Source: an optimization exercise on an open RTL-to-GDS flow (aim: small area, a short achievable clock period and few clock cycles per item). Production flows keep margins and buffers that such runs may drop.
In this exercise RTL edits were held to simulation tests only and were not proved equivalent to the original.
Power is estimated from default activity; no workload was simulated.

==> v11: inputs <==
==> flow/design.v <==
module bccd_core (
    input  wire         clk,
    input  wire         rst,
    input  wire         start,
    input  wire [1:0]   op,
    input  wire [255:0] pix,         
    input  wire         mode,        
    input  wire         repair_en,
    input  wire         bgen,
    input  wire [3:0]   bgcol,
    input  wire         gtab_en,
    input  wire [12:0]  gtab,        
    input  wire [31:0]  prev,        
    output wire         busy,
    output wire         done,
    output reg          err,
    output wire [255:0] pix_out,
    output reg  [63:0]  rows_packed,
    output reg  [19:0]  slotmap,
    output reg  [15:0]  summary,
    output wire [127:0] hist,
    output reg  [4:0]   d_detect,
    output reg  [4:0]   d_final,
    output reg  [15:0]  kept,
    output reg  [15:0]  excl,
    output reg          clash,
    output reg          was_clashed,
    output reg          repaired,
    output reg          skipped,
    output reg          anomaly,
    output reg          prev_valid
);
    localparam [1:0] OP_NOP = 2'd0, OP_DETECT = 2'd1, OP_REPAIR = 2'd2, OP_PROCESS = 2'd3;
    localparam [3:0] S_IDLE    = 4'd0,
                     S_HIST    = 4'd1,
                     S_EVAL    = 4'd2,
                     S_RANK    = 4'd3,
                     S_KSET    = 4'd4,
                     S_SUBST   = 4'd5,
                     S_REWRITE = 4'd6,
                     S_EVAL2   = 4'd7,
                     S_ASSIGN  = 4'd8,
                     S_ENCODE  = 4'd9,
                     S_DONE    = 4'd10;
    function [63:0] subst_row(input [3:0] c);
        case (c)
            4'd0:  subst_row = 64'h0000000000e5cfd5;
            4'd1:  subst_row = 64'h0000000000000000;
            4'd2:  subst_row = 64'h0000000000005eb3;
            4'd3:  subst_row = 64'h000000001475dae7;
            4'd4:  subst_row = 64'hb53fd0e182796acf;
            4'd5:  subst_row = 64'h00000000000003e2;
            4'd6:  subst_row = 64'h0000005473cbad89;
            4'd7:  subst_row = 64'h0000000000000071;
            4'd8:  subst_row = 64'h0000000000013944;
            4'd9:  subst_row = 64'h000374b12650eafc;
            4'd10: subst_row = 64'h0000000000000000;
            4'd11: subst_row = 64'h00000000070dc536;
            4'd12: subst_row = 64'h0000000ba0d47f98;
            4'd13: subst_row = 64'h00000000000032e3;
            4'd14: subst_row = 64'h000070b9d461a35b;
            default: subst_row = 64'h00000db7e2a9153a;
        endcase
    endfunction
    reg [3:0]   state;
    reg [2:0]   row;
    reg [3:0]   idx;
    reg [1:0]   op_q;
    reg [31:0]  pixbuf [0:7];
    reg         mode_q, repair_en_q, bgen_q, gtab_en_q;
    reg [3:0]   bgcol_q;
    reg [12:0]  gtab_q;
    reg [31:0]  prev_q;
    reg [6:0]   cnt [0:15];      
    reg [15:0]  picked;
    reg [3:0]   rank [0:3];
    reg [3:0]   sub [0:15];
    reg         k0_q;
    reg         rep_q;
    assign busy = (state != S_IDLE) && (state != S_DONE);
    assign done = (state == S_DONE);
    genvar gi;
    generate
        for (gi = 0; gi < 8; gi = gi + 1) begin : g_pix
            assign pix_out[32*gi+31:32*gi] = pixbuf[gi];
        end
        for (gi = 0; gi < 16; gi = gi + 1) begin : g_hist
            assign hist[8*gi+7:8*gi] = {1'b0, cnt[gi]};
        end
    endgenerate
    reg [15:0] present;
    reg [4:0]  ndist;
    integer    i, j, s;
    always @* begin
        ndist = 5'd0;
        for (i = 0; i < 16; i = i + 1) begin
            present[i] = (cnt[i] != 7'd0);
            ndist      = ndist + {4'd0, present[i]};
        end
    end
    wire [4:0] max_slots = mode_q ? 5'd4 : 5'd2;
    wire       is_clash  = (ndist > max_slots) ||
                           (bgen_q && (ndist == max_slots) && !present[bgcol_q]);
    reg [31:0] row_pix;          
    reg [3:0]  row_cnt [0:15];
    always @* begin
        for (i = 0; i < 16; i = i + 1) begin
            row_cnt[i] = 4'd0;
            for (j = 0; j < 8; j = j + 1)
                if ((j < 4 || !mode_q) && row_pix[4*j +: 4] == i[3:0])
                    row_cnt[i] = row_cnt[i] + 4'd1;
        end
    end
    reg [31:0] new_row;
    always @* begin
        new_row = pixbuf[row];
        for (j = 0; j < 8; j = j + 1)
            if ((j < 4 || !mode_q) && excl[pixbuf[row][4*j +: 4]])
                new_row[4*j +: 4] = sub[pixbuf[row][4*j +: 4]];
    end
    always @* begin
        if (state == S_REWRITE)
            row_pix = new_row;
        else
            row_pix = pixbuf[row];
    end
    reg [6:0] lv_cnt [0:30];
    reg [3:0] lv_col [0:30];
    reg [3:0] best_col;
    always @* begin
        for (i = 0; i < 16; i = i + 1) begin
            lv_cnt[i] = picked[i] ? 7'd0 : cnt[i];
            lv_col[i] = i[3:0];
        end
        for (i = 0; i < 15; i = i + 1) begin
            if (lv_cnt[2*i+1] > lv_cnt[2*i]) begin
                lv_cnt[16+i] = lv_cnt[2*i+1];
                lv_col[16+i] = lv_col[2*i+1];
            end else begin
                lv_cnt[16+i] = lv_cnt[2*i];
                lv_col[16+i] = lv_col[2*i];
            end
        end
        best_col = lv_col[30];
    end
    reg [15:0] top_mask;
    reg [15:0] keep_mask;
    always @* begin
        top_mask = 16'd0;
        top_mask[rank[0]] = 1'b1;
        top_mask[rank[1]] = 1'b1;
        if (mode_q) begin
            top_mask[rank[2]] = 1'b1;
            top_mask[rank[3]] = 1'b1;
        end
        if (bgen_q && !top_mask[bgcol_q]) begin
            keep_mask = 16'd0;
            keep_mask[rank[0]] = 1'b1;
            if (mode_q) begin
                keep_mask[rank[1]] = 1'b1;
                keep_mask[rank[2]] = 1'b1;
            end
            keep_mask[bgcol_q] = 1'b1;
        end else begin
            keep_mask = top_mask;
        end
    end
    reg [63:0] srow;
    reg [3:0]  sub_all [0:15];
    always @* begin
        for (j = 0; j < 16; j = j + 1) begin
            srow       = subst_row(j[3:0]);
            sub_all[j] = bgen_q ? bgcol_q : rank[0];
            for (i = 14; i >= 0; i = i - 1)
                if (i < srow[3:0] && kept[srow[4*i+4 +: 4]])
                    sub_all[j] = srow[4*i+4 +: 4];
        end
    end
    reg [3:0]  a_valid;          
    reg [3:0]  a_col [0:3];      
    reg        a_anom;
    reg [15:0] ncols;            
    reg [15:0] deferred;
    reg        g01_use, g10_use;
    reg [2:0]  nfall;
    reg [1:0]  pslot;
    reg        pfound;
    reg        placed;
    always @* begin
        a_valid = 4'd0;
        for (s = 0; s < 4; s = s + 1)
            a_col[s] = 4'd0;
        a_anom   = 1'b0;
        deferred = 16'd0;
        nfall    = 3'd0;
        g01_use  = 1'b0;
        g10_use  = 1'b0;
        pslot    = 2'd0;
        pfound   = 1'b0;
        placed   = 1'b0;
        ncols = present;
        if (bgen_q) begin
            a_valid[0] = 1'b1;
            a_col[0]   = bgcol_q;
            ncols[bgcol_q] = 1'b0;
        end
        if (mode_q && gtab_en_q) begin
            g01_use = gtab_q[4] && !(bgen_q && gtab_q[3:0] == bgcol_q);
            g10_use = gtab_q[12] && !(bgen_q && gtab_q[11:8] == bgcol_q) &&
                      !(g01_use && gtab_q[11:8] == gtab_q[3:0]);
            for (i = 0; i < 16; i = i + 1) begin
                if (ncols[i]) begin
                    if (g01_use && gtab_q[3:0] == i[3:0]) begin
                        a_valid[1] = 1'b1;
                        a_col[1]   = i[3:0];
                    end else if (g10_use && gtab_q[11:8] == i[3:0]) begin
                        a_valid[2] = 1'b1;
                        a_col[2]   = i[3:0];
                    end else begin
                        deferred[i] = 1'b1;
                        nfall = nfall + 3'd1;
                    end
                end
            end
            for (i = 0; i < 16; i = i + 1) begin
                if (deferred[i]) begin
                    if (!a_valid[3]) begin
                        a_valid[3] = 1'b1;
                        a_col[3]   = i[3:0];
                    end else if (!a_valid[2]) begin
                        a_valid[2] = 1'b1;
                        a_col[2]   = i[3:0];
                    end else if (!a_valid[1]) begin
                        a_valid[1] = 1'b1;
                        a_col[1]   = i[3:0];
                    end
                end
            end
            a_anom = nfall > (3'd3 - {2'd0, g01_use} - {2'd0, g10_use});
        end else begin
            for (i = 0; i < 16; i = i + 1) begin
                if (ncols[i]) begin
                    pfound = 1'b0;
                    pslot  = 2'd0;
                    if (prev_q[24])
                        for (s = 0; s < 4; s = s + 1)
                            if (prev_q[16+s] && prev_q[4*s +: 4] == i[3:0]) begin
                                pfound = 1'b1;
                                pslot  = s[1:0];
                            end
                    if (pfound && !a_valid[pslot]) begin
                        a_valid[pslot] = 1'b1;
                        a_col[pslot]   = i[3:0];
                    end else begin
                        deferred[i] = 1'b1;
                    end
                end
            end
            for (i = 0; i < 16; i = i + 1) begin
                if (deferred[i]) begin
                    placed = 1'b0;
                    for (s = 0; s < 4; s = s + 1)
                        if (!placed && (mode_q ? (s != 0) : (s < 2)) && !a_valid[s]) begin
                            placed     = 1'b1;
                            a_valid[s] = 1'b1;
                            a_col[s]   = i[3:0];
                        end
                end
            end
        end
    end
    function [1:0] slot_of(input [3:0] c, input [19:0] map);
        integer t;
        begin
            slot_of = 2'd0;
            for (t = 0; t < 4; t = t + 1)
                if (map[16+t] && map[4*t +: 4] == c)
                    slot_of = t[1:0];
        end
    endfunction
    reg [63:0] packed_all;
    reg [1:0]  ps;
    integer    r;
    always @* begin
        packed_all = 64'd0;
        ps         = 2'd0;
        for (r = 0; r < 8; r = r + 1)
            for (j = 0; j < 8; j = j + 1) begin
                ps = slot_of(pixbuf[r][4*j +: 4], slotmap);
                if (mode_q) begin
                    if (j < 4)
                        packed_all[8*r + 6 - 2*j +: 2] = ps;
                end else begin
                    packed_all[8*r + 7 - j] = ps[0];
                end
            end
    end
    always @(posedge clk) begin
        if (rst) begin
            state       <= S_IDLE;
            row         <= 3'd0;
            idx         <= 4'd0;
            op_q        <= OP_NOP;
            err         <= 1'b0;
            rows_packed      <= 64'd0;
            slotmap     <= 20'd0;
            summary     <= 16'd0;
            d_detect    <= 5'd0;
            d_final     <= 5'd0;
            kept        <= 16'd0;
            excl        <= 16'd0;
            clash       <= 1'b0;
            was_clashed <= 1'b0;
            repaired    <= 1'b0;
            skipped     <= 1'b0;
            anomaly     <= 1'b0;
            prev_valid  <= 1'b0;
            k0_q        <= 1'b0;
            rep_q       <= 1'b0;
            picked      <= 16'd0;
            for (i = 0; i < 16; i = i + 1)
                cnt[i] <= 7'd0;
        end else begin
            case (state)
                S_IDLE, S_DONE: begin
                    if (start) begin
                        op_q        <= op;
                        for (i = 0; i < 8; i = i + 1)
                            pixbuf[i] <= pix[32*i +: 32];
                        mode_q      <= mode;
                        repair_en_q <= repair_en;
                        bgen_q      <= bgen;
                        bgcol_q     <= bgcol;
                        gtab_en_q   <= gtab_en;
                        gtab_q      <= gtab;
                        prev_q      <= prev;
                        row         <= 3'd0;
                        err         <= (op == OP_PROCESS) && mode && !bgen;
                        if (op == OP_NOP || ((op == OP_PROCESS) && mode && !bgen)) begin
                            state <= S_DONE;
                        end else begin
                            for (i = 0; i < 16; i = i + 1)
                                cnt[i] <= 7'd0;
                            state <= S_HIST;
                        end
                    end else begin
                        state <= S_IDLE;
                    end
                end
                S_HIST: begin
                    for (i = 0; i < 16; i = i + 1)
                        cnt[i] <= cnt[i] + {3'd0, row_cnt[i]};
                    row <= row + 3'd1;
                    if (row == 3'd7)
                        state <= S_EVAL;
                end
                S_EVAL: begin
                    d_detect <= ndist;
                    k0_q     <= is_clash;
                    rep_q    <= 1'b0;
                    kept     <= 16'd0;
                    excl     <= 16'd0;
                    picked   <= 16'd0;
                    idx      <= 4'd0;
                    case (op_q)
                        OP_DETECT: begin
                            d_final     <= ndist;
                            clash       <= is_clash;
                            was_clashed <= is_clash;
                            repaired    <= 1'b0;
                            skipped     <= 1'b0;
                            anomaly     <= 1'b0;
                            prev_valid  <= 1'b0;
                            state       <= S_DONE;
                        end
                        OP_REPAIR: begin
                            if (is_clash) begin
                                state <= S_RANK;
                            end else begin
                                d_final     <= ndist;
                                clash       <= 1'b0;
                                was_clashed <= 1'b0;
                                repaired    <= 1'b0;
                                skipped     <= 1'b0;
                                anomaly     <= 1'b0;
                                prev_valid  <= 1'b0;
                                state       <= S_DONE;
                            end
                        end
                        default: begin  
                            if (is_clash && repair_en_q)
                                state <= S_RANK;
                            else
                                state <= S_ASSIGN;
                        end
                    endcase
                end
                S_RANK: begin
                    rank[idx[1:0]] <= best_col;
                    picked[best_col] <= 1'b1;
                    idx <= idx + 4'd1;
                    if (idx[1:0] == (mode_q ? 2'd3 : 2'd1))
                        state <= S_KSET;
                end
                S_KSET: begin
                    kept  <= keep_mask;
                    excl  <= present & ~keep_mask;
                    idx   <= 4'd0;
                    state <= S_SUBST;
                end
                S_SUBST: begin
                    for (i = 0; i < 16; i = i + 1) begin
                        sub[i] <= sub_all[i];
                        cnt[i] <= 7'd0;
                    end
                    row   <= 3'd0;
                    state <= S_REWRITE;
                end
                S_REWRITE: begin
                    pixbuf[row] <= new_row;
                    for (i = 0; i < 16; i = i + 1)
                        cnt[i] <= cnt[i] + {3'd0, row_cnt[i]};
                    row <= row + 3'd1;
                    if (row == 3'd7)
                        state <= S_EVAL2;
                end
                S_EVAL2: begin
                    d_final <= ndist;
                    rep_q   <= 1'b1;
                    if (op_q == OP_REPAIR) begin
                        clash       <= 1'b0;
                        was_clashed <= 1'b1;
                        repaired    <= 1'b1;
                        skipped     <= 1'b0;
                        anomaly     <= 1'b0;
                        prev_valid  <= 1'b0;
                        state       <= S_DONE;
                    end else begin
                        state <= S_ASSIGN;
                    end
                end
                S_ASSIGN: begin
                    if (!rep_q)
                        d_final <= ndist;
                    clash       <= k0_q && !rep_q;
                    was_clashed <= k0_q;
                    repaired    <= rep_q;
                    prev_valid  <= prev_q[24];
                    if ((k0_q && !rep_q) || (prev_q[24] && prev_q[26])) begin
                        skipped <= !(k0_q && !rep_q);
                        anomaly <= 1'b0;
                        slotmap <= 20'd0;
                        summary <= 16'd0;
                    end else begin
                        skipped <= 1'b0;
                        anomaly <= a_anom;
                        slotmap <= {a_valid, a_col[3], a_col[2], a_col[1], a_col[0]};
                        if (mode_q)
                            summary <= {4'd0, a_col[3], a_col[1], a_col[2]};
                        else
                            summary <= {8'd0, a_col[1], a_col[0]};
                    end
                    row   <= 3'd0;
                    state <= S_ENCODE;
                end
                S_ENCODE: begin
                    rows_packed <= packed_all;
                    state       <= S_DONE;
                end
                default: state <= S_IDLE;
            endcase
        end
    end
endmodule
==> flow/run.sh <==
#!/bin/bash
# synth_recipe.tcl (not shown) runs the flow's synth.tcl, then flattens the netlist and writes it again
# the make line also repeats each setting of config.mk as NAME=value (left out here)
make -C /OpenROAD-flow-scripts/flow DESIGN_CONFIG=/design/flow/config.mk WORK_HOME=/design/flow/orfs CLKGATE_MAP_FILE= SYNTH_SCRIPT=/design/flow/synth_recipe.tcl finish
==> flow/config.mk <==
export PLATFORM = sky130hd
export DESIGN_NAME = bccd_core
export DESIGN_NICKNAME = bccd_core
export VERILOG_FILES = /design/flow/design.v
export SDC_FILE = /design/flow/constraint.sdc
export NUM_CORES = 4
export LEC_CHECK = 0
export CAP_MARGIN = 20
export CORE_MARGIN = 2
export CORE_UTILIZATION = 40
export PLACE_DENSITY = 0.6
export SLEW_MARGIN = 20
==> flow/constraint.sdc <==
create_clock -name core_clock -period 14.0 [get_ports {clk}]
set_input_delay 2.8000 -clock core_clock [delete_from_list [all_inputs] [get_ports {clk}]]
set_output_delay 2.8000 -clock core_clock [all_outputs]
set_load 0.01 [all_outputs]
==> v24 (differences from v11) <==
--- a/flow/design.v
+++ b/flow/design.v
@@ -279,20 +279,18 @@
         end
     endfunction
-    reg [63:0] packed_all;
-    reg [1:0]  ps;
-    integer    r;
+    reg [7:0] packed_row;
+    reg [1:0] ps;
     always @* begin
-        packed_all = 64'd0;
+        packed_row = 8'd0;
         ps         = 2'd0;
-        for (r = 0; r < 8; r = r + 1)
-            for (j = 0; j < 8; j = j + 1) begin
-                ps = slot_of(pixbuf[r][4*j +: 4], slotmap);
-                if (mode_q) begin
-                    if (j < 4)
-                        packed_all[8*r + 6 - 2*j +: 2] = ps;
-                end else begin
-                    packed_all[8*r + 7 - j] = ps[0];
-                end
+        for (j = 0; j < 8; j = j + 1) begin
+            ps = slot_of(pixbuf[row][4*j +: 4], slotmap);
+            if (mode_q) begin
+                if (j < 4)
+                    packed_row[6-2*j +: 2] = ps;
+            end else begin
+                packed_row[7-j] = ps[0];
             end
+        end
     end
     always @(posedge clk) begin
@@ -465,6 +463,8 @@
                 end
                 S_ENCODE: begin
-                    rows_packed <= packed_all;
-                    state       <= S_DONE;
+                    rows_packed[8*row +: 8] <= packed_row;
+                    row <= row + 3'd1;
+                    if (row == 3'd7)
+                        state <= S_DONE;
                 end
                 default: state <= S_IDLE;
==> v12 (differences from v11) <==
--- a/flow/design.v
+++ b/flow/design.v
@@ -167,13 +167,11 @@
     end
     reg [63:0] srow;
-    reg [3:0]  sub_all [0:15];
+    reg [3:0]  sub_col;
     always @* begin
-        for (j = 0; j < 16; j = j + 1) begin
-            srow       = subst_row(j[3:0]);
-            sub_all[j] = bgen_q ? bgcol_q : rank[0];
-            for (i = 14; i >= 0; i = i - 1)
-                if (i < srow[3:0] && kept[srow[4*i+4 +: 4]])
-                    sub_all[j] = srow[4*i+4 +: 4];
-        end
+        srow      = subst_row(idx);
+        sub_col = bgen_q ? bgcol_q : rank[0];
+        for (i = 14; i >= 0; i = i - 1)
+            if (i < srow[3:0] && kept[srow[4*i+4 +: 4]])
+                sub_col = srow[4*i+4 +: 4];
     end
     reg [3:0]  a_valid;          
@@ -279,20 +277,18 @@
         end
     endfunction
-    reg [63:0] packed_all;
-    reg [1:0]  ps;
-    integer    r;
+    reg [7:0] packed_row;
+    reg [1:0] ps;
     always @* begin
-        packed_all = 64'd0;
+        packed_row = 8'd0;
         ps         = 2'd0;
-        for (r = 0; r < 8; r = r + 1)
-            for (j = 0; j < 8; j = j + 1) begin
-                ps = slot_of(pixbuf[r][4*j +: 4], slotmap);
-                if (mode_q) begin
-                    if (j < 4)
-                        packed_all[8*r + 6 - 2*j +: 2] = ps;
-                end else begin
-                    packed_all[8*r + 7 - j] = ps[0];
-                end
+        for (j = 0; j < 8; j = j + 1) begin
+            ps = slot_of(pixbuf[row][4*j +: 4], slotmap);
+            if (mode_q) begin
+                if (j < 4)
+                    packed_row[6-2*j +: 2] = ps;
+            end else begin
+                packed_row[7-j] = ps[0];
             end
+        end
     end
     always @(posedge clk) begin
@@ -410,10 +406,12 @@
                 end
                 S_SUBST: begin
-                    for (i = 0; i < 16; i = i + 1) begin
-                        sub[i] <= sub_all[i];
-                        cnt[i] <= 7'd0;
+                    sub[idx] <= sub_col;
+                    idx <= idx + 4'd1;
+                    if (idx == 4'd15) begin
+                        for (i = 0; i < 16; i = i + 1)
+                            cnt[i] <= 7'd0;
+                        row   <= 3'd0;
+                        state <= S_REWRITE;
                     end
-                    row   <= 3'd0;
-                    state <= S_REWRITE;
                 end
                 S_REWRITE: begin
@@ -465,6 +463,8 @@
                 end
                 S_ENCODE: begin
-                    rows_packed <= packed_all;
-                    state       <= S_DONE;
+                    rows_packed[8*row +: 8] <= packed_row;
+                    row <= row + 3'd1;
+                    if (row == 3'd7)
+                        state <= S_DONE;
                 end
                 default: state <= S_IDLE;
==> impl_metrics.yaml <==
detailed_routing:
  routed-via-count: 76147
  wl_um: 378000
finish:
  antenna_cells: 21
  drive_above_1_share_pct: 7.95
  nNetsFinal: 10130
  final_cells: 11880
timing:
  tightest_slew_ns: 1.27
  max-slew-margin-rel_pct: 14.7
yosys:
  synth_compound_area_share_pct: 20.0
  synth_commonest_cells: "nand2_1, nor2_1, xor2_1"
  syn_inst: 8959
die:
  rows: 154
grt:
  antenna_found_initial: 14
  grt_use_met2_pct: 61.7
pwr:
  powerDensity_nw_per_um2: 225
status:
  status: "timing/DRC/antenna clean"
The numbers above come from v11.

==> impl_metrics.yaml <==
grt:
  antenna_found_initial: 40
pwr:
  powerDensity_nw_per_um2: 241
timing:
  tightest_slew_ns: 1.25
  max-slew-margin-rel_pct: 16.8
finish:
  antenna_cells: 23
  drive_above_1_share_pct: 9.91
  final_cells: 10189
  final_area_um2: 77300
detailed_routing:
  wl_per_cell_um: 30.0
  wl_um: 306000
  routed-via-count: 64158
die:
  rows: 146
yosys:
  seq_area_frac_synth_pct: 28.0
  synth-xor-area-share_pct: 6.64
  synth_commonest_cells: "nand2_1, nor2_1, mux2i_1"
  synth_compound_area_share_pct: 17.5
  syn_inst: 7399
cts:
  clk_pin_slew_ns: 0.08
status:
  status: "timing/DRC/antenna clean"
The numbers above come from v12.

==> impl_metrics.yaml <==
finish:
  final_cells: 10255
  antenna_cells: 17
  nNetsFinal: 8826
  drive_above_1_share_pct: 8.75
  fin_util_pct: 48.9
  mostFrequentLayoutCells: "nand2_1, clkdlybuf4s50_1, nor2_1, o21ai_0, a21oi_1"
worst_setup_path:
  r2r_end: "anomaly"
status:
  status: "timing/DRC/antenna clean"
yosys:
  synth_commonest_cells: "nand2_1, nor2_1, o21ai_0"
  syn_inst: 7539
  synth_compound_area_share_pct: 21.0
cts:
  ctsHoldBuffers: 0
detailed_routing:
  wl_um: 311000
  routed-via-count: 65362
grt:
  grt_use_met2_pct: 57.5
  antenna_found_initial: 26
timing:
  tightest_slew_ns: 1.19
  max-slew-margin-rel_pct: 19.3
pwr:
  powerDensity_nw_per_um2: 255
die:
  rows: 143
The numbers above come from v24.

Testbench counts of v11, summed over its fixed seeds: cycles 29,203, items 1,920.
Testbench counts of v24, summed over its fixed seeds: cycles 38,772, items 1,920.
Testbench counts of v12, summed over its fixed seeds: cycles 47,787, items 1,920.

## port drivers added, routing unchanged
How much do the figures lean on ideal ports? The routed layouts below were timed once more, with nothing changed but the port constraints. Step 1 sets driving cells, clkbuf_16 on the clock port and buf_2 on the other inputs (assumed; they add their load-dependent delay and slew). Step 2, shift: input delay + t, output delay - t, t = (earliest + latest rising clock arrival at the registers) / 2. This alone moves slack from input paths to output paths. a / b / c = ideal / step 1 / step 2; a / b = the first two.
run | shift t [ns] | slack for setup (ns) | slew at the worst register clock pin (ns) | pins driven straight from the clock port
v11 | 0.839 | 2.023 / 2.023 / 2.023 | 0.07 / 0.07 | 1
v24 | 0.800 | 1.611 / 1.611 / 1.611 | 0.07 / 0.07 | 1
v12 | 0.803 | 1.721 / 1.721 / 1.721 | 0.08 / 0.08 | 1
After both steps setup and hold are still met in every run listed.
